This design comes from an exercise in tuning for small area, a short achievable clock period and few clock cycles on the open sky130 flow, not from production work. Where RTL was checked, it was by simulation tests only, not by an equivalence proof against the original. No functional check of the RTL was part of runs 2 to 4. Power figures rest on the tool's default switching activity, not on a simulated workload.

`design/flow/config.mk`:
```
export PLATFORM = sky130hd
export DESIGN_NAME = jel_cap
export DESIGN_NICKNAME = jel_cap
export VERILOG_FILES = /design/flow/design.v
export SDC_FILE = /design/flow/constraint.sdc
export NUM_CORES = 4
export LEC_CHECK = 0
export CAP_MARGIN = 20
export CORE_MARGIN = 2
export CORE_UTILIZATION = 40
export SLEW_MARGIN = 20
```
`design/flow/constraint.sdc`:
```
create_clock -name core_clock -period 10.0 [get_ports {clk}]
set_input_delay 2.0000 -clock core_clock [delete_from_list [all_inputs] [get_ports {clk}]]
set_output_delay 2.0000 -clock core_clock [all_outputs]
set_load 0.01 [all_outputs]
```
`design/flow/design.v`:
```
module jel_cap (
    input  wire        clk,
    input  wire        rst,           
    input  wire        cmd_valid,
    output wire        cmd_ready,
    input  wire [2:0]  cmd_op,
    input  wire [31:0] cmd_arg,
    input  wire [7:0]  cmd_b,         
    input  wire [31:0] cmd_wb,        
    input  wire [31:0] cmd_hb,        
    input  wire        cmd_ecc,       
    input  wire        cmd_elen,      
    output reg         rsp_valid,
    output wire [7:0]  rsp_code,      
    output wire [31:0] rsp_value
);
    localparam OP_ECCLEN  = 3'd0;
    localparam OP_ECCCEIL = 3'd1;
    localparam OP_CAPECC  = 3'd2;
    localparam OP_RAWCAP  = 3'd3;
    localparam OP_CAP     = 3'd4;
    localparam C_OK       = 3'd0;     
    localparam C_BLOCKLEN = 3'd1;     
    localparam C_OPCODE   = 3'd2;     
    localparam C_FRAME    = 3'd3;     
    localparam C_CAPACITY = 3'd4;     
    localparam C_RESOURCE = 3'd5;     
    reg        rdy;           
    reg        s_mul, s_div, s_fin, s_post, s_err;
    reg        first;         
    reg        f_ecclen, f_eccceil, f_capecc, f_raw, f_cap;
    reg        ecc, elen;
    reg        nzero;         
    reg [2:0]  code;
    reg [31:0] acc;           
    reg        ovf;           
    reg [31:0] y;             
    reg        ybig;          
    reg [31:0] h;             
    reg [7:0]  ptr;           
    reg [7:0]  d;             
    reg [7:0]  k;             
    reg [9:0]  k3;            
    reg [7:0]  rem;
    reg [3:0]  dq;            
    assign cmd_ready = rdy;
    assign rsp_value = acc;
    assign rsp_code  = {1'b0,
                        code == C_RESOURCE,
                        code == C_CAPACITY,
                        code == C_BLOCKLEN || code == C_OPCODE || code == C_FRAME || code == C_RESOURCE,
                        code == C_FRAME,
                        code == C_OPCODE,
                        code == C_BLOCKLEN || code == C_OPCODE || code == C_CAPACITY || code == C_RESOURCE,
                        1'b0};
    wire accept = cmd_valid && rdy;
    function automatic [7:0] top_nib(input [31:0] x);
        reg [3:0] bz, tb, nh;
        integer j;
        begin
            for (j = 0; j < 4; j = j + 1) begin
                bz[j] = |x[8*j +: 8];
                nh[j] = |x[8*j+4 +: 4];
            end
            tb[3] = bz[3];
            tb[2] = bz[2] & ~bz[3];
            tb[1] = bz[1] & ~(bz[3] | bz[2]);
            tb[0] = ~(bz[3] | bz[2] | bz[1]);
            for (j = 0; j < 4; j = j + 1) begin
                top_nib[2*j+1] = tb[j] & nh[j];
                top_nib[2*j]   = tb[j] & ~nh[j];
            end
        end
    endfunction
    function automatic [3:0] top_val(input [31:0] x);
        begin
            top_val = nib_at(x, top_nib(x));
        end
    endfunction
    function automatic [3:0] nib_at(input [31:0] x, input [7:0] p);
        integer i;
        begin
            nib_at = 4'd0;
            for (i = 0; i < 8; i = i + 1) nib_at = nib_at | (x[4*i +: 4] & {4{p[i]}});
        end
    endfunction
    wire [9:0] d1 = {2'b00, d};
    wire [9:0] d2 = {1'b0, d, 1'b0};
    wire [9:0] d3;
    wire       d3_co;
    skadd #(.W(10)) u_d3 (.a(d1), .b(d2), .cin(1'b0), .s(d3), .cout(d3_co));
    wire [3:0] nib = nib_at(h, ptr);
    wire [9:0] stA, stB;
    r4step u_sa (.t({rem, nib[3:2]}), .a1(d1), .a2(d2), .a3(d3), .qr(stA));
    r4step u_sb (.t({stA[7:0], nib[1:0]}), .a1(d1), .a2(d2), .a3(d3), .qr(stB));
    wire s_dq = s_div | s_fin;
    wire inc  = s_fin & (f_ecclen | (f_eccceil & (rem != 8'd0)));
    wire [11:0] k1x = {4'd0, k};
    wire [11:0] k2x = {3'd0, k, 1'b0};
    wire [11:0] k3x = {2'd0, k3};
    wire [11:0] k4x = {2'd0, k, 2'b00};
    wire [1:0]  qa = dq[3:2];
    wire [2:0]  qb = {1'b0, dq[1:0]} + {2'b00, inc};
    wire [11:0] ma = ({12{qa == 2'd1}} & k1x) | ({12{qa == 2'd2}} & k2x) |
                     ({12{qa == 2'd3}} & k3x);
    wire [11:0] mb = ({12{qb == 3'd1}} & k1x) | ({12{qb == 3'd2}} & k2x) |
                     ({12{qb == 3'd3}} & k3x) | ({12{qb == 3'd4}} & k4x);
    wire [3:0]  fill = (f_cap & elen) ? (s_fin ? 4'd12 : 4'd15) : 4'd0;
    wire        sel0 = (s_mul & h[0]) | s_post;
    wire        sel1 = s_mul & h[1];
    wire [31:0] opa  = s_dq ? {acc[27:0], fill} : acc;
    wire [31:0] row0 = ({32{sel0}} & y) | ({32{s_dq}} & {18'd0, ma, 2'b00});
    wire [31:0] row1 = ({32{sel1}} & {y[30:0], 1'b0}) | ({32{s_dq}} & {20'd0, mb});
    wire pre_ovf = s_mul ? (((h[0] | h[1]) & (ybig | y[31])) | (h[1] & y[30]))
                         : (acc[31:27] != 5'd0);
    wire [31:0] cs_s = opa ^ row0 ^ row1;
    wire [31:0] cs_c = (opa & row0) | (opa & row1) | (row0 & row1);
    wire [32:0] sum;
    wire        sum_co;
    skadd #(.W(33)) u_add (.a({1'b0, cs_s}), .b({cs_c, 1'b0}), .cin(1'b0), .s(sum), .cout(sum_co));
    wire ovf_n = ovf | pre_ovf | sum[32] | sum[31];
    wire mul_last = (h[31:2] == 30'd0);
    wire cap_bad = (acc[31:3] == 29'd0) && (acc[2:0] <= 3'd4);    
    wire dk_zero = (dq == 4'd0) || (k == 8'd0);
    wire dk_le4  = dk_zero || (dq == 4'd1 && k <= 8'd4) || (dq == 4'd2 && k <= 8'd2) ||
                   ((dq == 4'd3 || dq == 4'd4) && k == 8'd1);
    wire fin_bad = elen ? ((&acc) && dk_le4) : ((acc == 32'd0) && dk_zero);
    wire [7:0] k_n = f_ecclen ? d + 8'd5 : f_eccceil ? d : d - 8'd5;
    wire d_le4  = (d <= 8'd4);
    wire b_err  = f_ecclen ? (d >= 8'd251 || d == 8'd0) :
                  (f_eccceil | f_capecc) ? d_le4 :
                  f_cap ? (ecc & d_le4) : 1'b0;
    wire op_err = ~(f_ecclen | f_eccceil | f_capecc | f_raw | f_cap);
    wire [2:0] err_code = op_err ? C_OPCODE :
                          (f_ecclen && d == 8'd0) ? C_FRAME : C_BLOCKLEN;
    wire is_mulop = (cmd_op == OP_RAWCAP) || (cmd_op == OP_CAP);
    wire [7:0] in_top   = top_nib(cmd_arg);
    wire       in_big   = (cmd_op == OP_ECCLEN) ? (cmd_b > 8'd20) : (cmd_b > 8'd15);
    wire       in_skip  = in_big && (|cmd_arg[31:4]);
    wire [7:0] in_ptr   = in_big ? {1'b0, in_top[7:2], in_top[1] | in_top[0]} : in_top;
    wire [7:0] acc_top  = top_nib(acc);
    wire       acc_big  = (d > 8'd15);
    wire       acc_skip = acc_big && (|acc[31:4]);
    wire [7:0] acc_ptr  = acc_big ? {1'b0, acc_top[7:2], acc_top[1] | acc_top[0]} : acc_top;
    always @(posedge clk) begin
        if (rst) begin
            rdy       <= 1'b1;
            s_mul     <= 1'b0;
            s_div     <= 1'b0;
            s_fin     <= 1'b0;
            s_post    <= 1'b0;
            s_err     <= 1'b0;
            rsp_valid <= 1'b0;
        end else begin
            rsp_valid <= 1'b0;
            s_fin     <= 1'b0;
            s_err     <= 1'b0;
            s_post    <= 1'b0;
            if (accept) begin
                rdy <= 1'b0;
                if (is_mulop) s_mul <= 1'b1;
                else          s_div <= 1'b1;
            end
            if (s_mul && mul_last) begin
                s_mul <= 1'b0;
                if (ovf_n) begin
                    s_err <= 1'b1;
                    code  <= C_RESOURCE;
                end else if (f_raw || !(ecc || elen)) begin
                    if (f_cap && nzero) begin
                        s_err <= 1'b1;
                        code  <= C_CAPACITY;
                    end else begin
                        rdy       <= 1'b1;
                        rsp_valid <= 1'b1;
                        code      <= C_OK;
                    end
                end else begin
                    s_post <= 1'b1;
                end
            end
            if (s_div && ptr[0]) begin
                s_div <= 1'b0;
                s_fin <= 1'b1;
            end
            if (s_fin) begin
                if (f_cap) begin
                    if (fin_bad) begin
                        s_err <= 1'b1;
                        code  <= C_CAPACITY;
                    end else begin
                        rdy       <= 1'b1;
                        rsp_valid <= 1'b1;
                        code      <= C_OK;
                    end
                end else if (ovf_n) begin
                    s_err <= 1'b1;
                    code  <= C_RESOURCE;
                end else begin
                    rdy       <= 1'b1;
                    rsp_valid <= 1'b1;
                    code      <= C_OK;
                end
            end
            if (s_post) begin
                if (ecc) begin
                    s_div <= 1'b1;
                end else if (cap_bad) begin
                    s_err <= 1'b1;
                    code  <= C_CAPACITY;
                end else begin
                    rdy       <= 1'b1;
                    rsp_valid <= 1'b1;
                    code      <= C_OK;
                end
            end
            if (first && (b_err || op_err)) begin
                s_mul     <= 1'b0;
                s_div     <= 1'b0;
                s_fin     <= 1'b0;
                s_post    <= 1'b0;
                s_err     <= 1'b1;
                rdy       <= 1'b0;
                rsp_valid <= 1'b0;
                code      <= err_code;
            end
            if (s_err) begin
                rdy       <= 1'b1;
                rsp_valid <= 1'b1;
            end
        end
    end
    always @(posedge clk) begin
        first <= accept && !rst;
        k     <= k_n;
        k3    <= {2'b00, k_n} + {1'b0, k_n, 1'b0};
        acc <= sum[31:0];
        rem <= stB[7:0];
        dq  <= {stA[9:8], stB[9:8]};
        if (rdy || s_err || (s_post && ecc && !elen))
            acc <= 32'd0;
        if (s_post && ecc && elen)
            acc <= 32'hFFFF_FFFF;
        if (rdy || s_mul || s_post) begin
            rem <= 8'd0;
            dq  <= 4'd0;
        end
        if (rdy && in_skip)
            rem <= {4'd0, nib_at(cmd_arg, in_top)};
        if (s_post && acc_skip)
            rem <= {4'd0, nib_at(acc, acc_top)};
        if (rdy) begin
            f_ecclen  <= (cmd_op == OP_ECCLEN);
            f_eccceil <= (cmd_op == OP_ECCCEIL);
            f_capecc  <= (cmd_op == OP_CAPECC);
            f_raw     <= (cmd_op == OP_RAWCAP);
            f_cap     <= (cmd_op == OP_CAP);
            ecc       <= cmd_ecc;
            elen      <= cmd_elen;
            nzero     <= (cmd_wb == 32'd0) || (cmd_hb == 32'd0);
            ovf       <= 1'b0;
            ybig      <= 1'b0;
            y         <= cmd_wb;
            h         <= is_mulop ? cmd_hb : cmd_arg;
            ptr       <= in_ptr;
            d         <= (cmd_op == OP_ECCLEN) ? cmd_b - 8'd5 : cmd_b;
        end
        if (s_mul) begin
            ovf  <= ovf_n;
            ybig <= ybig | y[31] | y[30];
            y    <= {y[29:0], 2'b00};
            h    <= {2'b00, h[31:2]};
            if (mul_last)
                y <= elen ? 32'hFFFF_FFFC : 32'd0;    
        end
        if (s_div) begin
            ovf  <= ovf_n;
            ptr  <= {1'b0, ptr[7:1]};
        end
        if (s_post && ecc) begin
            h    <= acc;
            ptr  <= acc_ptr;
        end
    end
endmodule
module r4step (
    input  wire [9:0] t,
    input  wire [9:0] a1,
    input  wire [9:0] a2,
    input  wire [9:0] a3,
    output wire [9:0] qr
);
    wire [9:0] s1, s2, s3;
    wire       c1, c2, c3;    
    skadd #(.W(10)) u1 (.a(t), .b(~a1), .cin(1'b1), .s(s1), .cout(c1));
    skadd #(.W(10)) u2 (.a(t), .b(~a2), .cin(1'b1), .s(s2), .cout(c2));
    skadd #(.W(10)) u3 (.a(t), .b(~a3), .cin(1'b1), .s(s3), .cout(c3));
    assign qr = c3 ? {2'd3, s3[7:0]} :
                c2 ? {2'd2, s2[7:0]} :
                c1 ? {2'd1, s1[7:0]} :
                     {2'd0, t[7:0]};
endmodule
module skadd #(parameter W = 36) (
    input  wire [W-1:0] a,
    input  wire [W-1:0] b,
    input  wire         cin,
    output wire [W-1:0] s,
    output wire         cout
);
    localparam L = (W + 1 <= 2) ? 1 : (W + 1 <= 4) ? 2 : (W + 1 <= 8) ? 3 :
                   (W + 1 <= 16) ? 4 : (W + 1 <= 32) ? 5 : 6;
    wire [W:0] gg [0:L];
    wire [W:0] pp [0:L];
    assign gg[0] = {a & b, cin};
    assign pp[0] = {a ^ b, 1'b0};
    genvar l, i;
    generate
        for (l = 0; l < L; l = l + 1) begin : g_lv
            for (i = 0; i <= W; i = i + 1) begin : g_bt
                if ((i >> l) & 1) begin : g_op
                    localparam integer J = ((i >> l) << l) - 1;
                    assign gg[l+1][i] = gg[l][i] | (pp[l][i] & gg[l][J]);
                    assign pp[l+1][i] = pp[l][i] & pp[l][J];
                end else begin : g_pass
                    assign gg[l+1][i] = gg[l][i];
                    assign pp[l+1][i] = pp[l][i];
                end
            end
        end
    endgenerate
    assign s    = (a ^ b) ^ gg[L][W-1:0];
    assign cout = gg[L][W];
endmodule
```
`design/flow/standard.sh`:
```
#!/bin/bash
# synth_recipe.tcl (not shown) runs the flow's synth.tcl, then flattens the netlist and writes it again
# the make line also repeats each setting of config.mk as NAME=value (left out here)
make -C /OpenROAD-flow-scripts/flow DESIGN_CONFIG=/design/flow/config.mk WORK_HOME=/design/flow/orfs CLKGATE_MAP_FILE= SYNTH_SCRIPT=/design/flow/synth_recipe.tcl "${@:-finish}"
```
`design/flow/flow/run.sh`:
```
#!/bin/bash
# Layout flow: the standard ORFS flow (standard.sh), with these make
# variables changed (the clock period and the constraints are the standard flow's):
#   ADDER_MAP_FILE=     yosys leaves adders to abc instead of mapping them to
#                       the fa/ha cells (the registers are the same)
#   ABC_AREA=1          abc's area script
#   SETUP_SLACK_MARGIN  repair_timing works on paths until this much slack
#   BUFFER_PORTS_ARGS   the cell that buffers each input and output port
#   CTS_BUF_LIST        the clock tree's buffers
# Each step's full log is in orfs/logs/, make's own output in flow_make.log.
set -uo pipefail
bash standard.sh ADDER_MAP_FILE= ABC_AREA=1 SETUP_SLACK_MARGIN=6 'BUFFER_PORTS_ARGS=-buffer_cell sky130_fd_sc_hd__buf_1' CTS_BUF_LIST=sky130_fd_sc_hd__clkbuf_8 finish > flow_make.log 2>&1
```
==> summary.txt, run 1 <==
Floorplanning
  – Die span in x: 198 um
  – Core box area: 0.0373 mm2
  – Initial Util: 40.3%
  – Number of cell rows: 71
  – Die ar.: roughly 0.039 mm2
  – I/O Pins: 154
  – Die Height: 198 um

Clocking
  – Root Driver: clkbuf_8
  – Clk latency of the worst-skew pair: 0.52 ns
  – Total CTS buffers: 17
  – CTS tree: done
  – # clock sinks: 162
  – Hold-fix buffers, CTS: 0
  – H-tree depth: 4
  – CTS max path bufs: 2
  – Clk slew on worst S/H paths: 0.11 ns

Global routing
  – Gr usage total: 28.3%
  – Vias in the first global route: 15500
  – Initial antenna violation count: 0
  – Total gr overflow: 0
  – First-pass GRT wire length: roughly 85 mm
  – Largest net degree at the start of global routing: 73

Worst setup path
  – Crit Path Class: reg2reg
  – CP top delay family: simple AND/OR/NAND/NOR gates
  – CP max stage delay: 0.53 ns
  – CP max stage cell: edfxtp_1
  – Worst EP arrival: 4.18 ns
  – Critical path fanouts, max: 8
  – R2r startpoint: d[2]$_DFFE_PP_
  – Worst Setup SP: d[2]$_DFFE_PP_
  – Crit-path most repeated cell: nand2_1
  – Startpoint types: register
  – Critical Path RT: 10.38 ns
  – CP endpoint kind: register
  – Buf/Inv on CP: 6

Yosys
  – Synth unique cells: 67
  – Mapped cell area: 0.0150 mm2
  – Cells after synthesis: 2423
  – Top FF cell, synth: edfxtp_1
  – Post-synth EDFFs: 93
  – Seq cells post-synth: 162
  – Synth Warn #: 3
  – Syn avg cell area: 6.20 um2
  – Register area share after synthesis: 27.8%
  – Ys async rst share: 0%

Layout
  – Area Growth Syn to Fin: 17.2%
  – Fill count: 3977
  – Post-layout util: 47.2%
  – Antenna diodes: 0
  – Final Net Count: roughly 2700
  – Share of post-route cells with drive strength above 1: between 10% and 20%

Hold path
  – Hold path startpoint: s_div$_SDFF_PP0_
  – Worst hold-check path type: reg2reg

Timing
  – Max Transition Viols Final: 0
  – PnR worst setup slack: 6.20 ns
  – Final min period: 3.80 ns
  – Sum Neg Setup Slack: 0 ns
  – Max_slew headroom: 26.7%
  – Clock Skew: 0.0229 ns
  – Final hold vios: 0
  – Unrepaired setup endpoints after global routing: yes
  – Fin crit share: between 30% and 40%
  – Final setup fails: 0
  – Fmax: 263 MHz
  – Worst-Margin Slew: around 1.1 ns

Drt
  – Drt wl/cell: 18.6 um
  – Vias per Instance: 5.51
  – WL final: between 50 and 60 mm
  – Starting DRT DRC Count: ~1400
  – First drt pass iteration count: 6
  – Post-route DRC: 0
  – Via count: roughly 17000
  – Post-route ant nets: 0

Power and ir drop
  – Pleak: 0.00831 uW
  – VDD IR-drop max: approximately 130 uV
  – Cell Pwr Density: roughly 230 mW/mm2

Run status
  – Status: timing/DRC/antenna clean

Placement
  – Half-perimeter wire length after placement: approximately 43 mm
  – GPL Wtd Cong: approximately 0.94
  – I/O Buffers: between 150 and 200
  – Post-Place Setup Slack: 5.13 ns

Job
  – Max-Cap Viols: 0
## cells in the mapped netlist, drive strengths merged (6+ instances only)
cell	instances	area share, %
nor4	41	1.7
o221ai	33	1.9
nand3b	8	0.40
xnor2	27	1.6
a21o	7	0.35
nand4	36	1.5
or2	18	0.77
clkbuf	34	0.85
o22ai	9	0.37
nand2	767	20
edfxtp	93	19
xor2	53	3.1
a22o	7	0.41
inv	338	8.5
buf	28	1.3
nand3	189	6.7
dfxtp	69	9.2
nor3	26	0.87
mux2i	12	0.80
a31oi	11	0.46
o211ai	6	0.30
nor2	267	7.1
a21oi	123	4.4
o21ai	168	5.7
## placed cells by master, fill, tap and decap left out, types with 26 or more instances in the layout
cell type / count
nand2_1: 690
inv_1: 317
nor2_1: 237
nand3_1: 164
buf_1: 151
o21ai_0: 150
a21oi_1: 108
edfxtp_1: 93
buf_4: 77
dfxtp_1: 60
nand2_2: 52
xor2_1: 51
nor4_1: 38
nand4_1: 36
o221ai_1: 33
nand2_4: 26
## area by class of cell
class	instances	area (um2)	area share (%)
timing repair inverter	1	7.51	0.0426
tap	474	593	3.37
inverter	338	1290	7.33
timing repair buffer	241	1410	8.00
multi-input combinational	1864	9760	55.4
sequential	162	4190	23.8
clock inverter	15	134	0.760
clock buffer	17	234	1.33
## final timing paths
| check | depth (start not counted) | slack (ns) | endpoint |
|---|---|---|---|
| min | 1 | 0.53 | s_div$_SDFF_PP0_ |
| min reg2reg | 1 | 0.53 | s_div$_SDFF_PP0_ |
| max | 28 | 6.20 | rem[1]$_DFF_P_ |
| max reg2reg | 28 | 6.20 | rem[1]$_DFF_P_ |
## timing repair
action                                  CTS  global route
cloned                                    1             8
gates resized for setup                  21           127
pin swaps                                 3            25
endpoints found under the setup margin   38            31
buffers inserted                         14            58
## routing by layer
layer / wire length (um) / track usage, % / vias to the layer above
li1: - / - / 8413
met5: 0 / 0 / -
met3: 3610 / 4.56 / 120
met1: 24200 / 35.8 / 7946
met2: 27700 / 48.3 / 653
met4: 2210 / 10.6 / 0
## sequential cells by signal (all words and copies together) (netlist names), 3 cells and up
name / cells
d: 8
acc: 32
h: 32
code: 3
dq: 4
ptr: 8
y: 32
k: 7
k3: 10
rem: 8
## power breakdown
| part | total [uW] | switching, uW | leakage (uW) | internal (uW) |
|---|---|---|---|---|
| logic | 2570 | 1680 | 0.00661 | 895 |
| registers | 999 | 164 | 0.00152 | 835 |
| clock network | 496 | 313 | 0.000184 | 183 |
## cell families after synthesis
family | Yosys count | synth area share (%)
AND/OR/NAND/NOR | 1356 | 39.5
AO/OA/AOI/OAI | 411 | 16.6
buffers and inverters | 400 | 10.6
flip-flops | 162 | 27.8
XOR/XNOR | 80 | 4.71
multiplexers | 12 | 0.799
adder cells (fa/ha/maj) | 1 | 0.0666
other | 1 | 0.0249
## per-stage QoR
stage | hold WS, ns | total power [uW] | cells | instance area [um2]
3_3_place_gp | 0.521 | 3190 | 2999 | 16000
4_1_cts | 0.553 | 3800 | 3046 | 16600
3_5_place_dp | 0.537 | 3210 | 2999 | 16000
5_1_grt | 0.550 | 4380 | 3112 | 17600
6_report | 0.534 | 4070 | 3112 | 17600
2_1_floorplan | 0.438 | 2660 | 2424 | 15000
Testbench counts, summed over its fixed seeds: cycles 9,637.
==> run 2, diff against run 1 <==
--- a/design/flow/design.v
+++ b/design/flow/design.v
@@ -19,19 +19,19 @@
     localparam OP_CAPECC  = 3'd2;
     localparam OP_RAWCAP  = 3'd3;
     localparam OP_CAP     = 3'd4;
-    localparam C_OK       = 3'd0;     
-    localparam C_BLOCKLEN = 3'd1;     
-    localparam C_OPCODE   = 3'd2;     
-    localparam C_FRAME    = 3'd3;     
-    localparam C_CAPACITY = 3'd4;     
-    localparam C_RESOURCE = 3'd5;     
+    localparam C_OK       = 6'h00;    
+    localparam C_BLOCKLEN = 6'h09;    
+    localparam C_OPCODE   = 6'h0B;    
+    localparam C_FRAME    = 6'h0C;    
+    localparam C_CAPACITY = 6'h11;    
+    localparam C_RESOURCE = 6'h29;    
     reg        rdy;           
     reg        s_mul, s_div, s_fin, s_post, s_err;
     reg        first;         
     reg        f_ecclen, f_eccceil, f_capecc, f_raw, f_cap;
     reg        ecc, elen;
     reg        nzero;         
-    reg [2:0]  code;
+    reg [5:0]  code;
     reg [31:0] acc;           
     reg        ovf;           
     reg [31:0] y;             
@@ -45,14 +45,7 @@
     reg [3:0]  dq;            
     assign cmd_ready = rdy;
     assign rsp_value = acc;
-    assign rsp_code  = {1'b0,
-                        code == C_RESOURCE,
-                        code == C_CAPACITY,
-                        code == C_BLOCKLEN || code == C_OPCODE || code == C_FRAME || code == C_RESOURCE,
-                        code == C_FRAME,
-                        code == C_OPCODE,
-                        code == C_BLOCKLEN || code == C_OPCODE || code == C_CAPACITY || code == C_RESOURCE,
-                        1'b0};
+    assign rsp_code  = {1'b0, code, 1'b0};
     wire accept = cmd_valid && rdy;
     function automatic [7:0] top_nib(input [31:0] x);
         reg [3:0] bz, tb, nh;
@@ -131,9 +124,9 @@
                   (f_eccceil | f_capecc) ? d_le4 :
                   f_cap ? (ecc & d_le4) : 1'b0;
     wire op_err = ~(f_ecclen | f_eccceil | f_capecc | f_raw | f_cap);
-    wire [2:0] err_code = op_err ? C_OPCODE :
+    wire [5:0] err_code = op_err ? C_OPCODE :
                           (f_ecclen && d == 8'd0) ? C_FRAME : C_BLOCKLEN;
-    wire is_mulop = (cmd_op == OP_RAWCAP) || (cmd_op == OP_CAP);
+    wire is_mulop = cmd_op[2] | (cmd_op[1] & cmd_op[0]);
     wire [7:0] in_top   = top_nib(cmd_arg);
     wire       in_big   = (cmd_op == OP_ECCLEN) ? (cmd_b > 8'd20) : (cmd_b > 8'd15);
     wire       in_skip  = in_big && (|cmd_arg[31:4]);
==> run 2 against run 1 <==
Compared with the run above:
- still clean
- die area grew 1.1%
- critical path depth shrank 14
- sequential share of layout area grew 0.32 points
- register-to-register slack lost 0.03 ns
- maximum frequency shrank 1.2%
- cell area grew 0.91%
- first-iteration DRC count grew 8.8%
- clock power is essentially flat
- utilization grew 0.091 points
- synthesized cell count grew 0.21%
==> summary.txt, run 2 <==
Timing
  – PnR worst setup slack: 6.15 ns (was 6.20 ns)
  – Fmax: 260 MHz (was 263 MHz)
  – Unrepaired setup endpoints after global routing: yes (unchanged)
  – Max_slew headroom: 24.5% (was 26.7%)
  – Sum Neg Setup Slack: 0 ns (unchanged)
  – Worst-Margin Slew: 1.12 ns (was 1.07 ns)
  – Final min period: 3.85 ns (was 3.80 ns)
  – Max Transition Viols Final: 0 (unchanged)
  – Final setup fails: 0 (unchanged)
  – Clock Skew: 0.0247 ns (was 0.0229 ns)
  – Final hold vios: 0 (unchanged)
  – Fin crit share: 38.5% (was 38.0%)

Clocking
  – # clock sinks: 165 (was 162)
  – Clk slew on worst S/H paths: 0.10 ns (was 0.11 ns)
  – CTS tree: done (unchanged)
  – CTS max path bufs: 2 (unchanged)
  – Clk latency of the worst-skew pair: 0.52 ns (about the same)
  – Hold-fix buffers, CTS: 0 (unchanged)
  – Root Driver: clkbuf_8 (unchanged)
  – H-tree depth: 4 (unchanged)
  – Total CTS buffers: 17 (unchanged)

Placement
  – I/O Buffers: 151 (unchanged)
  – Cell Area, Placed: 0.0161 mm2 (was 0.0160 mm2)
  – Half-perimeter wire length after placement: 43.4 mm (about the same)
  – Post-Place Setup Slack: 5.05 ns (was 5.13 ns)
  – GPL Wtd Cong: 0.988 (was 0.943)

Yosys
  – Area leader, netlist: edfxtp_1 (unchanged)
  – Synth unique cells: 63 (was 67)
  – Ys async rst share: 0% (unchanged)
  – Post-synth EDFFs: 96 (was 93)
  – Top cell type's share of synthesized area: 19.0% (was 18.6%)
  – Seq cells post-synth: 165 (was 162)
  – Mapped cell area: 0.0152 mm2 (was 0.0150 mm2)
  – Cells after synthesis: 2428 (was 2423)
  – Ranking of synthesized cells by area: edfxtp_1 19%, nand2_1 17%, dfxtp_1 9.1% (was edfxtp_1 19%, nand2_1 18%, dfxtp_1 9.2%)
  – Most frequent cell after synthesis: nand2_1 (unchanged)
  – Register area share after synthesis: 28.1% (was 27.8%)
  – Top FF cell, synth: edfxtp_1 (unchanged)
  – Synth Warn #: 3 (unchanged)
  – Commonest cells in the netlist: 681 x nand2_1, 304 x inv_1, 273 x nor2_1 (was 724 x nand2_1, 324 x inv_1, 256 x nor2_1)
  – Syn avg cell area: 6.26 um2 (was 6.20 um2)

Layout
  – Post-layout util: 47.3% (was 47.2%)
  – Area Growth Syn to Fin: 17.0% (was 17.2%)
  – Most frequent cells in the layout: 645 x nand2_1, 302 x inv_1, 259 x nor2_1 (was 690 x nand2_1, 317 x inv_1, 237 x nor2_1)
  – Fill count: 3970 (was 3977)
  – Final Net Count: 2727 (was 2737)
  – Antenna diodes: 0 (unchanged)
  – Commonest non-fill, non-tap cell in the layout: nand2_1 (unchanged)
  – Share of post-route cells with drive strength above 1: 13.1% (was 12.8%)
  – Largest regs: acc x32, h x32, y x32 (unchanged)
  – Design area: 0.0178 mm2 (was 0.0176 mm2)

Power and ir drop
  – Cell Pwr Density: 230 mW/mm2 (was 231 mW/mm2)
  – Clock share of power: 12.2% (about the same)
  – Sw power: 2120 uW (was 2150 uW)
  – Register share of total power: 25.2% (was 24.6%)
  – Pleak: 0.00818 uW (was 0.00831 uW)
  – Switching share of power: 51.9% (was 53.0%)
  – P_int: 1960 uW (was 1910 uW)
  – Comb pwr share: 62.7% (was 63.2%)
  – Tot Pwr: 4080 uW (was 4070 uW)
  – VDD IR-drop max: 170 uV (was 131 uV)

Drt
  – Post-route ant nets: 0 (unchanged)
  – First drt pass iteration count: 5 (was 6)
  – WL final: 58.5 mm (was 57.8 mm)
  – Via count: 17555 (was 17132)
  – Starting DRT DRC Count: 1498 (was 1377)
  – Post-route DRC: 0 (unchanged)
  – Drt wl/cell: 18.6 um (about the same)
  – Vias per Instance: 5.59 (was 5.51)

Global routing
  – M3 GR Usage: 3.14% (was 4.56%)
  – Busiest layer in global routing: met2 (unchanged)
  – Total gr overflow: 0 (unchanged)
  – M1 GR Usage: 38.1% (was 35.8%)
  – Vias in the first global route: 15764 (was 15500)
  – First-pass GRT wire length: 87.1 mm (was 85.1 mm)
  – Gr usage total: 28.6% (was 28.3%)
  – GR Util met2: 47.0% (was 48.3%)
  – Initial antenna violation count: 0 (unchanged)
  – Largest net degree at the start of global routing: 74 (was 73)

Run status
  – Status: timing/DRC/antenna clean (unchanged)

Worst setup path
  – CP max stage delay: 0.40 ns (was 0.53 ns)
  – CP cell instances: buf_1, nor4_4, inv_1, nor2_1, inv_1, nor2_1, inv_1, nor2_1, inv_1, nor3_1, a21oi_1, o21ai_0, a22oi_1, o31ai_1
  – CP top delay family: simple AND/OR/NAND/NOR gates (unchanged)
  – Startpoint types: input pin (was register)
  – Crit Path Class: in2reg (was reg2reg)
  – Critical path fanouts, max: 6 (was 8)
  – Critical Path RT: 10.33 ns (was 10.38 ns)
  – Worst EP arrival: 4.18 ns (about the same)
  – CP endpoint kind: register (unchanged)
  – Crit-path most repeated cell: inv_1 (was nand2_1)
  – Buf/Inv on CP: 5 (was 6)
  – CP max stage cell: nor4_4 (was edfxtp_1)

Hold path
  – Worst hold-check path type: reg2reg (unchanged)

Floorplanning
  – Initial Util: 40.4% (was 40.3%)
  – I/O Pins: 154 (unchanged)
  – Number of cell rows: 71 (unchanged)
  – Die ar.: 0.0396 mm2 (was 0.0392 mm2)
  – Die Height: 199 um (was 198 um)
  – Core box area: 0.0376 mm2 (was 0.0373 mm2)
  – Die span in x: 199 um (was 198 um)

Job
  – Max-Cap Viols: 0 (unchanged)
## run 2: cells by family after synthesis
kind of cell	count (synthesis)	share of synthesized area, %
AND/OR/NAND/NOR	1356	39.2
AO/OA/AOI/OAI	438	17.7
buffers and inverters	391	10.5
flip-flops	165	28.1
XOR/XNOR	77	4.49
other	1	0.0247
## run 2: final cells by class
class	instances	area (um2)	share of cell area [%]
Timing Repair inverter	1	7.51	0.0422
Multi-Input combinational cell	1880	9970	56.1
Timing Repair Buffer	230	1290	7.26
Sequential cell	165	4290	24.1
Clock buffer	19	262	1.47
Inverter	320	1220	6.84
Clock inverter	13	106	0.598
Tap cell	511	639	3.60
## run 2: layer usage
metal,part of all wire [%],vias to the layer above
met3,7.4,116
met5,0,-
met1,43,8177
met4,3.8,0
li1,-,8462
met2,46,800
## run 2: worst paths after layout
path	from	end	slack (ns)	cells after the start
setup / recovery	cmd_arg[31]	ptr[2]$_DFFE_PP_	6.15	14
hold / removal	s_err$_SDFF_PP0_	rsp_valid$_SDFF_PP0_	0.56	2
setup reg to reg	d[5]$_DFFE_PP_	rem[0]$_DFF_P_	6.17	25
hold reg to reg	s_err$_SDFF_PP0_	rsp_valid$_SDFF_PP0_	0.56	2
## run 2: timing repair
action	CTS	global route
gates cloned	3	7
gates resized for setup	22	133
pin swaps	2	40
buffers inserted	21	45
setup endpoints to repair	44	31
## run 2: worst register-to-register path, cell delays in order (launching register included)
cell and delay, ns:
edfxtp_1 0.56, buf_6 0.20, buf_4 0.14, nor2_1 0.09, inv_1 0.10, nand2_2 0.11, nand2_4 0.06, o21ai_4 0.22
nand2_2 0.10, nor2_2 0.12, o21ai_1 0.08, nand2_2 0.10, nand2_4 0.07, nor2_8 0.28, buf_6 0.15, o211ai_2 0.08
nand2_2 0.09, inv_2 0.05, or2_1 0.22, nand2_1 0.14, o21ai_2 0.10, a21oi_4 0.27, nand2_2 0.10, nand3_1 0.07
nand3_1 0.09, a21oi_1 0.17
## run 2: power by group through the flow
stage / Combinational, uW / Clock (uW) / Sequential, uW
2_1_floorplan: 1680 / 0 / 939
6_report: 2560 / 497 / 1030
3_3_place_gp: 2080 / 0 / 1030
5_1_grt: 2810 / 527 / 1040
3_5_place_dp: 2100 / 0 / 1030
4_1_cts: 2190 / 503 / 1010
## run 2: metrics by stage
| step | cells | hold WS [ns] |
|---|---|---|
| floorplan | 2429 | 0.438 |
| finish | 3139 | 0.556 |
| CTS | 3087 | 0.550 |
| detailed placement | 3031 | 0.531 |
| global route | 3139 | 0.587 |
| global placement | 3031 | 0.528 |
==> run 3, diff against run 2 <==
--- a/design/flow/design.v
+++ b/design/flow/design.v
@@ -227,7 +227,11 @@
         first <= accept && !rst;
         k     <= k_n;
         k3    <= {2'b00, k_n} + {1'b0, k_n, 1'b0};
-        acc <= sum[31:0];
+        acc  <= sum[31:0];
+        y    <= {y[29:0], 2'b00};
+        ybig <= ybig | y[31] | y[30];
+        ptr  <= {1'b0, ptr[7:1]};
+        ovf  <= ovf_n;
         rem <= stB[7:0];
         dq  <= {stA[9:8], stB[9:8]};
         if (rdy || s_err || (s_post && ecc && !elen))
@@ -259,17 +263,10 @@
             d         <= (cmd_op == OP_ECCLEN) ? cmd_b - 8'd5 : cmd_b;
         end
         if (s_mul) begin
-            ovf  <= ovf_n;
-            ybig <= ybig | y[31] | y[30];
-            y    <= {y[29:0], 2'b00};
             h    <= {2'b00, h[31:2]};
             if (mul_last)
                 y <= elen ? 32'hFFFF_FFFC : 32'd0;    
         end
-        if (s_div) begin
-            ovf  <= ovf_n;
-            ptr  <= {1'b0, ptr[7:1]};
-        end
         if (s_post && ecc) begin
             h    <= acc;
             ptr  <= acc_ptr;
==> run 3 against run 2 <==
Compared with the run above:
- power down 5.2%
- register-to-register slack about the same
- still clean
- via count down 0.31%
- highest routed layer unchanged
- synthesized cell count up 1.5%
- final cell count up 0.48%
- sequential share of layout area down 2.0 points
- utilization up 0.67 points
- cell area down 1.7%
==> summary.txt, run 3 <==
Run status
  – Status: timing/DRC/antenna clean (unchanged)

Yosys
  – Post-synth EDFFs: 54 (was 96)
  – Cells after synthesis: 2464 (was 2428)
  – Register area share after synthesis: 26.0% (was 28.1%)
  – Ranking of synthesized cells by area: nand2_1 18%, dfxtp_1 15%, edfxtp_1 11% (was edfxtp_1 19%, nand2_1 17%, dfxtp_1 9.1%)
  – Area leader, netlist: nand2_1 (was edfxtp_1)
  – Syn avg cell area: 5.99 um2 (was 6.26 um2)
  – Synth Warn #: 3 (unchanged)
  – Top cell type's share of synthesized area: 18.2% (was 19.0%)
  – Seq cells post-synth: 165 (unchanged)
  – Ys async rst share: 0% (unchanged)
  – Most frequent cell after synthesis: nand2_1 (unchanged)
  – Commonest cells in the netlist: 714 x nand2_1, 304 x inv_1, 273 x nor2_1 (was 681 x nand2_1, 304 x inv_1, 273 x nor2_1)
  – Mapped cell area: 0.0148 mm2 (was 0.0152 mm2)
  – Top FF cell, synth: dfxtp_1 (was edfxtp_1)
  – Synth unique cells: 66 (was 63)

Timing
  – Clock Skew: 0.0215 ns (was 0.0247 ns)
  – Final hold vios: 0 (unchanged)
  – PnR worst setup slack: 6.16 ns (was 6.15 ns)
  – Fmax: 261 MHz (was 260 MHz)
  – Max_slew headroom: 32.7% (was 24.5%)
  – Worst-Margin Slew: 1.00 ns (was 1.12 ns)
  – Final setup fails: 0 (unchanged)
  – Final min period: 3.84 ns (was 3.85 ns)
  – Sum Neg Setup Slack: 0 ns (unchanged)
  – Max Transition Viols Final: 0 (unchanged)
  – Unrepaired setup endpoints after global routing: yes (unchanged)
  – Fin crit share: 38.4% (was 38.5%)

Global routing
  – Largest net degree at the start of global routing: 76 (was 74)
  – Gr usage total: 28.8% (was 28.6%)
  – Vias in the first global route: 15943 (was 15764)
  – Initial antenna violation count: 0 (unchanged)
  – First-pass GRT wire length: 86.7 mm (was 87.1 mm)
  – Total gr overflow: 0 (unchanged)

Worst setup path
  – Worst EP arrival: 4.29 ns (was 4.18 ns)
  – Reg2Reg Depth: 31 (was 25)
  – CP endpoint kind: register (unchanged)
  – Critical Path RT: 10.46 ns (was 10.33 ns)
  – Critical path fanouts, max: 6 (unchanged)
  – Crit Path Class: in2reg (unchanged)
  – Startpoint types: input pin (unchanged)

Layout
  – Share of post-route cells with drive strength above 1: 13.5% (was 13.1%)
  – Commonest non-fill, non-tap cell in the layout: nand2_1 (unchanged)
  – Design area: 0.0175 mm2 (was 0.0178 mm2)
  – Fill count: 3892 (was 3970)
  – Largest regs: acc x32, h x32, y x32 (unchanged)
  – Fin cells: 3154 (was 3139)
  – Final Net Count: 2785 (was 2727)
  – Reg area: 0.00387 mm2 (was 0.00429 mm2)
  – Area Growth Syn to Fin: 18.4% (was 17.0%)
  – Antenna diodes: 0 (unchanged)
  – Multi-input gate area: 0.00989 mm2 (was 0.00997 mm2)
  – Most frequent cells in the layout: 675 x nand2_1, 298 x inv_1, 249 x nor2_1 (was 645 x nand2_1, 302 x inv_1, 259 x nor2_1)

Placement
  – Half-perimeter wire length after placement: 42.9 mm (was 43.4 mm)
  – Cell Count Post-Placement: 3026 (was 3031)
  – Cell Area, Placed: 0.0157 mm2 (was 0.0161 mm2)
  – I/O Buffers: 151 (unchanged)
  – GPL Wtd Cong: 0.941 (was 0.988)
  – Post-Place Setup Slack: 5.41 ns (was 5.05 ns)

Hold path
  – Min-Delay Path Depth: 2 (unchanged)
  – Worst hold-check path type: reg2reg (unchanged)

Clocking
  – Root Driver: clkbuf_8 (unchanged)
  – Clk latency of the worst-skew pair: 0.52 ns (about the same)
  – CTS tree: done (unchanged)
  – Clk slew on worst S/H paths: 0.11 ns (was 0.10 ns)
  – CTS max path bufs: 2 (unchanged)
  – H-tree depth: 4 (unchanged)
  – # clock sinks: 165 (unchanged)
  – Hold-fix buffers, CTS: 0 (unchanged)
  – Total CTS buffers: 17 (unchanged)

Drt
  – Post-route ant nets: 0 (unchanged)
  – WL final: 57.3 mm (was 58.5 mm)
  – Starting DRT DRC Count: 1597 (was 1498)
  – Post-route DRC: 0 (unchanged)
  – First drt pass iteration count: 6 (was 5)
  – Drt wl/cell: 18.2 um (was 18.6 um)
  – Via count: 17500 (was 17555)
  – Vias per Instance: 5.55 (was 5.59)

Power and ir drop
  – Cell Pwr Density: 221 mW/mm2 (was 230 mW/mm2)
  – Tot Pwr: 3870 uW (was 4080 uW)
  – VDD IR-drop max: 135 uV (was 170 uV)
  – Pleak: 0.00823 uW (was 0.00818 uW)

Floorplanning
  – I/O Pins: 154 (unchanged)
  – Core box area: 0.0364 mm2 (was 0.0376 mm2)
  – Die span in x: 196 um (was 199 um)
  – Die Height: 196 um (was 199 um)
  – Number of cell rows: 70 (was 71)
  – Initial Util: 40.5% (was 40.4%)
  – Die ar.: 0.0385 mm2 (was 0.0396 mm2)

Job
  – Max-Cap Viols: 0 (unchanged)
run 3: cell types whose count changed in the layout (fill, tap and decap cells not counted), sizes merged, moves of 7 or more:
cell | previous run | this run
a21oi | 123 | 150
buf | 228 | 257
clkinvlp | 3 | 10
dfxtp | 69 | 111
edfxtp | 96 | 54
nand2 | 737 | 755
nand3 | 185 | 203
nor2 | 295 | 282
o21ai | 181 | 165
run 3: routing by layer:
metal  track usage (%)  part of all wire [%]  up-vias
met5                 0                     0        -
met4              12.0                   3.9        0
met3              3.85                   7.2      140
met2              48.8                    47      762
met1              36.9                    42     8041
li1                  -                     -     8557
run 3: worst paths after layout:
| path | startpoint | endpoint | slack (ns) |
|---|---|---|---|
| min | y[9]$_DFF_P_ | y[11]$_DFF_P_ | 0.47 |
| max reg2reg | d[2]$_DFFE_PP_ | rem[0]$_DFF_P_ | 6.17 |
| max | cmd_arg[26] | rem[2]$_DFF_P_ | 6.16 |
| min reg2reg | y[9]$_DFF_P_ | y[11]$_DFF_P_ | 0.47 |
run 3: where the power goes:
group	leakage (uW)	switching [uW]	internal, uW
registers	0.00147	163	811
clock network	0.000182	295	203
logic	0.00657	1530	867
total	0.00823	1990	1880
run 3: logic make-up (layout without fill, tap and decap cells):
kind of cell	Yosys count	count (layout)	synth area share (%)
AOI/OAI and AO/OA	439	440	17.8
other	1	2	0.0254
DFF	165	165	26.0
buffers and inverters	400	618	10.8
and+or+nand+nor	1378	1380	40.5
xor gates and xnor gates	79	79	4.74
adders and majority gates	2	2	0.136
run 3: through the flow:
step                      hold WS (ns)  utilization, %
after floorplan                  0.438               -
after global placement           0.454            43.1
after detailed placement         0.464            43.1
after CTS                        0.474            44.8
after global routing             0.495            48.0
final                            0.472            48.0
run 3: worst max-delay path, stage by stage:
cell	delay, ns
buf_1	0.14
nor4_2	0.44
nand3_1	0.31
a21oi_4	0.27
nand2_1	0.10
inv_1	0.17
nand2_1	0.07
nand4_1	0.12
a221oi_1	0.06
a31oi_1	0.34
nor2_1	0.11
a21oi_1	0.17
run 3: cell type report:
| type | count | area share (%) |
|---|---|---|
| clock buffer | 17 | 1.34 |
| clock inverter | 15 | 0.859 |
| inverter | 325 | 7.16 |
| multi-input combinational | 1903 | 56.6 |
| sequential | 165 | 22.1 |
| tap | 468 | 3.35 |
| timing repair buffer | 260 | 8.58 |
| timing repair inverter | 1 | 0.0286 |
run 3: what timing repair did:
action	in CTS	in global routing
pin swaps	2	42
gates cloned	1	6
setup buffers	16	73
endpoints found under the setup margin	33	33
resized for setup	22	143
==> run 4, diff against run 3 <==
--- a/design/flow/design.v
+++ b/design/flow/design.v
@@ -39,6 +39,7 @@
     reg [31:0] h;             
     reg [7:0]  ptr;           
     reg [7:0]  d;             
+    reg [9:0]  d3;            
     reg [7:0]  k;             
     reg [9:0]  k3;            
     reg [7:0]  rem;
@@ -79,9 +80,6 @@
     endfunction
     wire [9:0] d1 = {2'b00, d};
     wire [9:0] d2 = {1'b0, d, 1'b0};
-    wire [9:0] d3;
-    wire       d3_co;
-    skadd #(.W(10)) u_d3 (.a(d1), .b(d2), .cin(1'b0), .s(d3), .cout(d3_co));
     wire [3:0] nib = nib_at(h, ptr);
     wire [9:0] stA, stB;
     r4step u_sa (.t({rem, nib[3:2]}), .a1(d1), .a2(d2), .a3(d3), .qr(stA));
@@ -127,6 +125,10 @@
     wire [5:0] err_code = op_err ? C_OPCODE :
                           (f_ecclen && d == 8'd0) ? C_FRAME : C_BLOCKLEN;
     wire is_mulop = cmd_op[2] | (cmd_op[1] & cmd_op[0]);
+    wire [7:0] in_d = (cmd_op == OP_ECCLEN) ? cmd_b - 8'd5 : cmd_b;
+    wire [9:0] in_d3;
+    wire       in_d3_co;
+    skadd #(.W(10)) u_d3 (.a({2'b00, in_d}), .b({1'b0, in_d, 1'b0}), .cin(1'b0), .s(in_d3), .cout(in_d3_co));
     wire [7:0] in_top   = top_nib(cmd_arg);
     wire       in_big   = (cmd_op == OP_ECCLEN) ? (cmd_b > 8'd20) : (cmd_b > 8'd15);
     wire       in_skip  = in_big && (|cmd_arg[31:4]);
@@ -260,7 +262,8 @@
             y         <= cmd_wb;
             h         <= is_mulop ? cmd_hb : cmd_arg;
             ptr       <= in_ptr;
-            d         <= (cmd_op == OP_ECCLEN) ? cmd_b - 8'd5 : cmd_b;
+            d         <= in_d;
+            d3        <= in_d3;
         end
         if (s_mul) begin
             h    <= {2'b00, h[31:2]};
==> run 4 against run 3 <==
Compared with the run above:
- still clean on timing, DRC and antenna
- register-to-register slack about the same
- clock skew fell by 0.0034 ns
- clock-buffer cell count rose by 3
- sequential power is 7% higher
==> summary.txt, run 4 <==
Run status
  – Status: timing/DRC/antenna clean (unchanged)

Timing
  – Hold Slack: 0.499 ns (was 0.472 ns)
  – Max_slew headroom: 12.0% (was 32.7%)
  – Clock Skew: 0.0181 ns (was 0.0215 ns)
  – Final setup fails: 0 (unchanged)
  – Fin crit share: 38.2% (was 38.4%)
  – Final min period: 3.82 ns (was 3.84 ns)
  – Sum Neg Setup Slack: 0 ns (unchanged)
  – Final hold vios: 0 (unchanged)
  – Fmax: 262 MHz (was 261 MHz)
  – Unrepaired setup endpoints after global routing: yes (unchanged)
  – Worst-Margin Slew: 1.29 ns (was 1.00 ns)
  – Max Transition Viols Final: 0 (unchanged)

Drt
  – WL final: 56.2 mm (was 57.3 mm)
  – Drt wl/cell: 18.3 um (was 18.2 um)
  – Via count: 17043 (was 17500)
  – Post-route ant nets: 0 (unchanged)
  – First drt pass iteration count: 9 (was 6)
  – Starting DRT DRC Count: 1601 (was 1597)
  – Post-route DRC: 0 (unchanged)
  – Vias per Instance: 5.54 (was 5.55)

Global routing
  – First-pass GRT wire length: 84.2 mm (was 86.7 mm)
  – Gr usage total: 27.9% (was 28.8%)
  – Total gr overflow: 0 (unchanged)
  – Initial antenna violation count: 0 (unchanged)
  – Vias in the first global route: 15286 (was 15943)
  – Largest net degree at the start of global routing: 75 (was 76)

Layout
  – Area Growth Syn to Fin: 14.4% (was 18.4%)
  – Largest regs: acc x32, h x32, y x32 (unchanged)
  – Final Net Count: 2707 (was 2785)
  – Fill count: 3939 (was 3892)
  – Post-layout util: 46.6% (was 48.0%)
  – Share of post-route cells with drive strength above 1: 10.7% (was 13.5%)
  – Antenna diodes: 0 (unchanged)
  – Multi-input gate area: 0.00956 mm2 (was 0.00989 mm2)
  – Most frequent cells in the layout: 681 x nand2_1, 293 x inv_1, 242 x nor2_1 (was 675 x nand2_1, 298 x inv_1, 249 x nor2_1)
  – Commonest non-fill, non-tap cell in the layout: nand2_1 (unchanged)
  – Design area: 0.0172 mm2 (was 0.0175 mm2)
  – Reg area: 0.00413 mm2 (was 0.00387 mm2)

Yosys
  – Ys async rst share: 0% (unchanged)
  – Register area share after synthesis: 27.4% (was 26.0%)
  – Post-synthesis compound-gate area fraction: 18.0% (was 17.8%)
  – Top cell type's share of synthesized area: 17.4% (was 18.2%)
  – Synth unique cells: 68 (was 66)
  – Simple-Gate Fraction of Synth Area: 38.6% (was 40.5%)
  – Post-synthesis adder-cell area fraction: 0% (was 0.136%)
  – Cells after synthesis: 2411 (was 2464)
  – Most frequent cell after synthesis: nand2_1 (unchanged)
  – Post-synthesis mux area share: 0.134% (was 0%)
  – Synth Area in XOR/XNOR: 5.12% (was 4.74%)
  – Syn avg cell area: 6.22 um2 (was 5.99 um2)
  – Mapped cell area: 0.0150 mm2 (was 0.0148 mm2)
  – Dominant combinational cell family by area after synthesis: simple AND/OR/NAND/NOR gates (unchanged)
  – Ranking of synthesized cells by area: nand2_1 17%, dfxtp_1 15%, edfxtp_1 13% (was nand2_1 18%, dfxtp_1 15%, edfxtp_1 11%)
  – Top FF cell, synth: dfxtp_1 (unchanged)
  – Seq cells post-synth: 174 (was 165)
  – Commonest cells in the netlist: 695 x nand2_1, 291 x inv_1, 254 x nor2_1 (was 714 x nand2_1, 304 x inv_1, 273 x nor2_1)
  – Area leader, netlist: nand2_1 (unchanged)
  – Synth Warn #: 3 (unchanged)
  – Post-synth EDFFs: 63 (was 54)

Floorplanning
  – Core box area: 0.0368 mm2 (was 0.0364 mm2)
  – Number of cell rows: 70 (unchanged)
  – Die ar.: 0.0390 mm2 (was 0.0385 mm2)
  – Die span in x: 198 um (was 196 um)
  – Die Height: 198 um (was 196 um)
  – Initial Util: 40.7% (was 40.5%)
  – I/O Pins: 154 (unchanged)

Worst setup path
  – Worst EP arrival: 4.20 ns (was 4.29 ns)
  – CP max stage cell: edfxtp_1 (was nor4_2)
  – Critical path fanouts, max: 9 (was 6)
  – CP max stage delay: 0.52 ns (was 0.44 ns)
  – Crit Path Class: reg2reg (was in2reg)
  – R2R Setup Slk: 6.18 ns (was 6.17 ns)
  – Buf/Inv on CP: 4 (was 2)
  – CP endpoint kind: register (unchanged)
  – Startpoint types: register (was input pin)
  – Critical Path RT: 10.38 ns (was 10.46 ns)
  – CP top delay family: simple AND/OR/NAND/NOR gates (unchanged)
  – Crit-path most repeated cell: nand2_1 (unchanged)

Power and ir drop
  – Tot Pwr: 3840 uW (was 3870 uW)
  – VDD IR-drop max: 123 uV (was 135 uV)
  – Pleak: 0.00793 uW (was 0.00823 uW)
  – Cell Pwr Density: 224 mW/mm2 (was 221 mW/mm2)

Placement
  – GPL Wtd Cong: 0.986 (was 0.941)
  – Cell Area, Placed: 0.0159 mm2 (was 0.0157 mm2)
  – I/O Buffers: 151 (unchanged)
  – Half-perimeter wire length after placement: 42.4 mm (was 42.9 mm)

Clocking
  – # clock sinks: 174 (was 165)
  – Total CTS buffers: 17 (unchanged)
  – H-tree depth: 4 (unchanged)
  – CTS tree: done (unchanged)
  – Clk latency of the worst-skew pair: 0.51 ns (was 0.52 ns)
  – CTS max path bufs: 2 (unchanged)
  – Clk slew on worst S/H paths: 0.10 ns (was 0.11 ns)
  – Root Driver: clkbuf_8 (unchanged)

Hold path
  – Worst hold-check path type: reg2reg (unchanged)

Job
  – Max-Cap Viols: 0 (unchanged)
run 4: area by class of cell:
cell class | count | share of cell area (%)
timing repair buffer | 233 | 7.30
sequential | 174 | 24.1
clock buffer | 20 | 1.60
clock inverter | 12 | 0.708
tap | 468 | 3.41
inverter | 321 | 7.13
multi-input combinational | 1848 | 55.8
run 4: final timing paths:
| kind | to | start | depth (start not counted) |
|---|---|---|---|
| setup / recovery | rem[2]$_DFF_P_ | d[3]$_DFFE_PP_ | 26 |
| hold / removal | y[11]$_DFF_P_ | y[9]$_DFF_P_ | 2 |
| setup reg to reg | rem[2]$_DFF_P_ | d[3]$_DFFE_PP_ | 26 |
| hold reg to reg | y[11]$_DFF_P_ | y[9]$_DFF_P_ | 2 |
run 4: kinds of logic after synthesis:
logic type | count (synthesis)
flip-flops | 174
AND/OR/NAND/NOR | 1321
AO/OA/AOI/OAI | 434
other | 1
buffers and inverters | 394
XOR/XNOR | 85
multiplexers | 2
run 4: timing repair:
item,4_1_cts,5_1_grt
resized for setup,5,75
buffers inserted,5,60
hold buffers,0,0
cloned,1,5
endpoints found under the setup margin,18,33
pin swaps,1,25
run 4: report_power, final:
group / internal, uW / switching (uW)
sequential: 866 / 176
combinational: 816 / 1450
clock: 239 / 287
run 4: per-stage QoR:
stage | worst slack, ns | cells
finish | 6.18 | 3076
floorplan | 6.05 | 2412
global route | 5.95 | 3076
detailed placement | 5.50 | 2973
CTS | 6.00 | 3011
global placement | 5.68 | 2973
run 4: layer usage:
| metal | vias to the layer above | wire length, um | part of all wire [%] | track usage (%) |
|---|---|---|---|---|
| met5 | - | 0 | 0 | 0 |
| met1 | 7843 | 24400 | 43 | 36.3 |
| li1 | 8388 | - | - | - |
| met3 | 132 | 3820 | 6.8 | 3.76 |
| met2 | 680 | 25600 | 46 | 46.5 |
| met4 | 0 | 2400 | 4.3 | 11.4 |
run 4: worst reg2reg max path, cell delays in order, from the launching register on:
cell and delay (ns):
edfxtp_1 0.52, buf_4 0.21, nor2_2 0.14, nor2_1 0.08, a31oi_1 0.24, inv_1 0.10, a21oi_2 0.12, nand2_1 0.09
nand2_1 0.11, nand2_4 0.13, inv_6 0.13, nand2_1 0.08, nand2_1 0.11, nand2_1 0.08, nand2_2 0.10, nand2_4 0.10
nor2_2 0.17, a21oi_4 0.05, nand3_1 0.11, nand3_2 0.11, nand2_2 0.15, nand2_4 0.10, clkbuf_2 0.19, o211ai_1 0.19
nand2_1 0.08, nand2_1 0.10, a21oi_1 0.09
==> run 5, diff against run 4 <==
--- a/design/flow/design.v
+++ b/design/flow/design.v
@@ -66,11 +66,6 @@
             end
         end
     endfunction
-    function automatic [3:0] top_val(input [31:0] x);
-        begin
-            top_val = nib_at(x, top_nib(x));
-        end
-    endfunction
     function automatic [3:0] nib_at(input [31:0] x, input [7:0] p);
         integer i;
         begin
==> run 5 against run 4 <==
Compared with the run above:
- hold slack stayed put
- critical path depth unchanged
- maximum frequency unchanged
- cell area stayed put
- worst setup slack stayed put
- critical endpoint unchanged
- largest power group unchanged
==> summary.txt, run 5 <==
Run status
  – Status: timing/DRC/antenna clean (unchanged)

Layout
  – Antenna diodes: 0 (unchanged)
  – Area Growth Syn to Fin: 14.4% (unchanged)
  – Share of post-route cells with drive strength above 1: 10.7% (unchanged)
  – Reg area: 0.00413 mm2 (unchanged)
  – Multi-input gate area: 0.00956 mm2 (unchanged)
  – Commonest non-fill, non-tap cell in the layout: nand2_1 (unchanged)
  – Fill count: 3939 (unchanged)
  – Final Net Count: 2707 (unchanged)
  – Most frequent cells in the layout: 681 x nand2_1, 293 x inv_1, 242 x nor2_1 (unchanged)
  – Largest regs: acc x32, h x32, y x32 (unchanged)

Clocking
  – H-tree depth: 4 (unchanged)
  – CTS tree: done (unchanged)
  – CTS max path bufs: 2 (unchanged)
  – Root Driver: clkbuf_8 (unchanged)
  – Total CTS buffers: 17 (unchanged)
  – Clk latency of the worst-skew pair: 0.51 ns (about the same)
  – # clock sinks: 174 (unchanged)
  – Clk slew on worst S/H paths: 0.10 ns (about the same)

Drt
  – Post-route ant nets: 0 (unchanged)
  – Starting DRT DRC Count: 1601 (unchanged)
  – Post-route DRC: 0 (unchanged)
  – Vias per Instance: 5.54 (unchanged)
  – Via count: 17043 (unchanged)
  – Drt wl/cell: 18.3 um (unchanged)
  – WL final: 56.2 mm (unchanged)
  – First drt pass iteration count: 9 (unchanged)

Timing
  – Final hold vios: 0 (unchanged)
  – Fmax: 262 MHz (unchanged)
  – Clock Skew: 0.0181 ns (unchanged)
  – Max Transition Viols Final: 0 (unchanged)
  – Worst-Margin Slew: 1.29 ns (unchanged)
  – Final min period: 3.82 ns (unchanged)
  – Final setup fails: 0 (unchanged)
  – Sum Neg Setup Slack: 0 ns (unchanged)
  – Unrepaired setup endpoints after global routing: yes (unchanged)
  – Max_slew headroom: 12.0% (unchanged)
  – Fin crit share: 38.2% (unchanged)
  – PnR worst setup slack: 6.18 ns (unchanged)

Worst setup path
  – CP endpoint kind: register (unchanged)
  – Reg2Reg Depth: 26 (unchanged)
  – R2R Setup Slk: 6.18 ns (about the same)
  – Worst EP arrival: 4.20 ns (about the same)
  – Critical path fanouts, max: 9 (unchanged)
  – Crit Path Class: reg2reg (unchanged)
  – Critical Path RT: 10.38 ns (about the same)
  – Crit-path most repeated cell: nand2_1 (unchanged)
  – CP max stage cell: edfxtp_1 (unchanged)
  – Startpoint types: register (unchanged)
  – Worst R2R End: rem[2]$_DFF_P_ (unchanged)
  – CP max stage delay: 0.52 ns (about the same)
  – R2r startpoint: d[3]$_DFFE_PP_ (unchanged)

Job
  – Max-Cap Viols: 0 (unchanged)

Global routing
  – Initial antenna violation count: 0 (unchanged)
  – Vias in the first global route: 15286 (unchanged)
  – First-pass GRT wire length: 84.2 mm (unchanged)
  – Gr usage total: 27.9% (unchanged)
  – Largest net degree at the start of global routing: 75 (unchanged)
  – Total gr overflow: 0 (unchanged)

Floorplanning
  – Die ar.: 0.0390 mm2 (unchanged)
  – Die span in x: 198 um (unchanged)
  – Initial Util: 40.7% (unchanged)
  – Core box area: 0.0368 mm2 (unchanged)
  – Number of cell rows: 70 (unchanged)
  – Die Height: 198 um (unchanged)
  – I/O Pins: 154 (unchanged)

Yosys
  – Post-synth EDFFs: 63 (unchanged)
  – Ys async rst share: 0% (unchanged)
  – Ranking of synthesized cells by area: nand2_1 17%, dfxtp_1 15%, edfxtp_1 13% (unchanged)
  – Cells after synthesis: 2411 (unchanged)
  – Syn avg cell area: 6.22 um2 (unchanged)
  – Synth unique cells: 68 (unchanged)
  – Top cell type's share of synthesized area: 17.4% (unchanged)
  – Most frequent cell after synthesis: nand2_1 (unchanged)
  – Register area share after synthesis: 27.4% (unchanged)
  – Area leader, netlist: nand2_1 (unchanged)
  – Mapped cell area: 0.0150 mm2 (unchanged)
  – Seq cells post-synth: 174 (unchanged)
  – Commonest cells in the netlist: 695 x nand2_1, 291 x inv_1, 254 x nor2_1 (unchanged)
  – Top FF cell, synth: dfxtp_1 (unchanged)
  – Synth Warn #: 3 (unchanged)

Power and ir drop
  – Cell Pwr Density: 224 mW/mm2 (unchanged)
  – Sw power: 1910 uW (unchanged)
  – Clock share of power: 13.7% (about the same)
  – P_int: 1920 uW (unchanged)
  – Register share of total power: 27.2% (about the same)
  – Comb pwr share: 59.1% (about the same)
  – VDD IR-drop max: 123 uV (unchanged)
  – Switching share of power: 49.9% (unchanged)
  – Pleak: 0.00793 uW (unchanged)

Hold path
  – Worst hold-check path type: reg2reg (unchanged)
  – Min-Delay Path Depth: 2 (unchanged)
  – Worst Hold Endpoint: y[11]$_DFF_P_ (unchanged)
  – Hold path startpoint: y[9]$_DFF_P_ (unchanged)

Placement
  – Half-perimeter wire length after placement: 42.4 mm (unchanged)
  – I/O Buffers: 151 (unchanged)
  – GPL Wtd Cong: 0.986 (unchanged)
  – Post-Place Setup Slack: 5.50 ns (unchanged)
## run 5: cell counts after synthesis
No cell type changed its count.
## run 5: worst max-delay path, delay by kind of cell (launching register included)
kind                   cells  cell delay [ns]
AO/OA/AOI/OAI              5             0.68
buffers and inverters      4             0.63
AND/OR/NAND/NOR           17             1.81
flip-flops                 1             0.52
## run 5: kinds of logic (layout without fill, tap and decap cells)
family	after synthesis	after routing	synth area share [%]
simple gates	1321	1325	38.6
other cells	1	2	0.0250
xor+xnor	85	85	5.12
mux	2	2	0.134
flops	174	174	27.4
compound gates	434	434	18.0
buf+inv	394	586	10.7
## run 5: final cells by class
| cell class | count | area share, % |
|---|---|---|
| Timing Repair Buffer | 233 | 7.30 |
| Inverter | 321 | 7.13 |
| Tap cell | 468 | 3.41 |
| Multi-Input combinational cell | 1848 | 55.8 |
| Clock buffer | 20 | 1.60 |
| Sequential cell | 174 | 24.1 |
| Clock inverter | 12 | 0.708 |
## run 5: layer usage
layer	part of all wire, %	up-vias	track usage, %
li1	-	8388	-
met1	43	7843	36.3
met2	46	680	46.5
met3	6.8	132	3.76
met4	4.3	0	11.4
met5	0	-	0
## run 5: worst max path at each step
stage,from,end,slack [ns],depth (start not counted)
after CTS,s_div$_SDFF_PP0_,code[0]$_DFFE_PN_,6.00,29
after global routing,s_fin$_SDFF_PP0_,code[0]$_DFFE_PN_,5.95,29
after global placement,cmd_arg[30],ptr[1]$_DFF_P_,5.68,10
after floorplan,cmd_arg[30],rem[3]$_DFF_P_,6.05,9
final,d[3]$_DFFE_PP_,rem[2]$_DFF_P_,6.18,26
after detailed placement,cmd_arg[30],rem[3]$_DFF_P_,5.50,10
## run 5: metrics by stage
stage | cell area, um2 | util (%) | hold WS (ns) | std cells | total power [uW]
after floorplan | 15000 | - | 0.438 | 2412 | 2520
after global placement | 15900 | 43.1 | 0.476 | 2973 | 3000
after detailed placement | 15900 | 43.1 | 0.481 | 2973 | 3020
after CTS | 16300 | 44.4 | 0.496 | 3011 | 3560
after global routing | 17200 | 46.6 | 0.525 | 3076 | 4130
final | 17200 | 46.6 | 0.499 | 3076 | 3840
## run 5: what timing repair did
| item | 4_1_cts | 5_1_grt |
|---|---|---|
| hold buffers | 0 | 0 |
| setup buffers | 5 | 60 |
| gates cloned | 1 | 5 |
| setup endpoints to repair | 18 | 33 |
| pin swaps | 1 | 25 |
| resized for setup | 5 | 75 |
## run 5: power by group through the flow
stage,Clock [uW],Combinational (uW),Sequential [uW]
6_report,526,2270,1040
5_1_grt,561,2510,1050
4_1_cts,534,1990,1040
3_5_place_dp,0,1970,1050
3_3_place_gp,0,1950,1050
2_1_floorplan,0,1550,965
Testbench counts of run 5, summed over its fixed seeds: cycles 9,637.

## afterwards: timing with drivers on the ports
The results above use ideal ports. As a check the final layouts listed here were re-extracted and re-timed, cells and wires unchanged.
Step 1: set_driving_cell puts a clkbuf_16 on clk and a buf_2 on each other input, an assumption about the parent block.
Step 2 times the ports against the registers' clock, not the clock port: input delays grow and output delays shrink by t, the midpoint of the rising clock arrivals with the driver on.
Slacks: no drivers / after step 1 / after step 2; pairs: no drivers / after step 1.
| run | t, ns | slack for setup (ns) | worst register clock-pin slew, ns | worst data-port slew with drivers (ns) | pins driven straight from the clock port |
|---|---|---|---|---|---|
| run 1 | 0.564 | 6.195 / 6.190 / 5.691 | 0.12 / 0.12 | 0.03 | 1 |
| run 2 | 0.553 | 6.147 / 6.166 / 5.622 | 0.11 / 0.11 | 0.04 | 1 |
| run 3 | 0.562 | 6.163 / 6.167 / 5.633 | 0.11 / 0.11 | 0.04 | 1 |
| run 4 | 0.555 | 6.177 / 6.177 / 5.673 | 0.10 / 0.10 | 0.04 | 1 |
| run 5 | 0.555 | 6.177 / 6.177 / 5.673 | 0.10 / 0.10 | 0.04 | 1 |
After both steps every run listed still meets setup and hold. For run 3, which loses most, drivers alone change the setup slack by +0.004 ns; drivers and shift together by -0.530 ns.
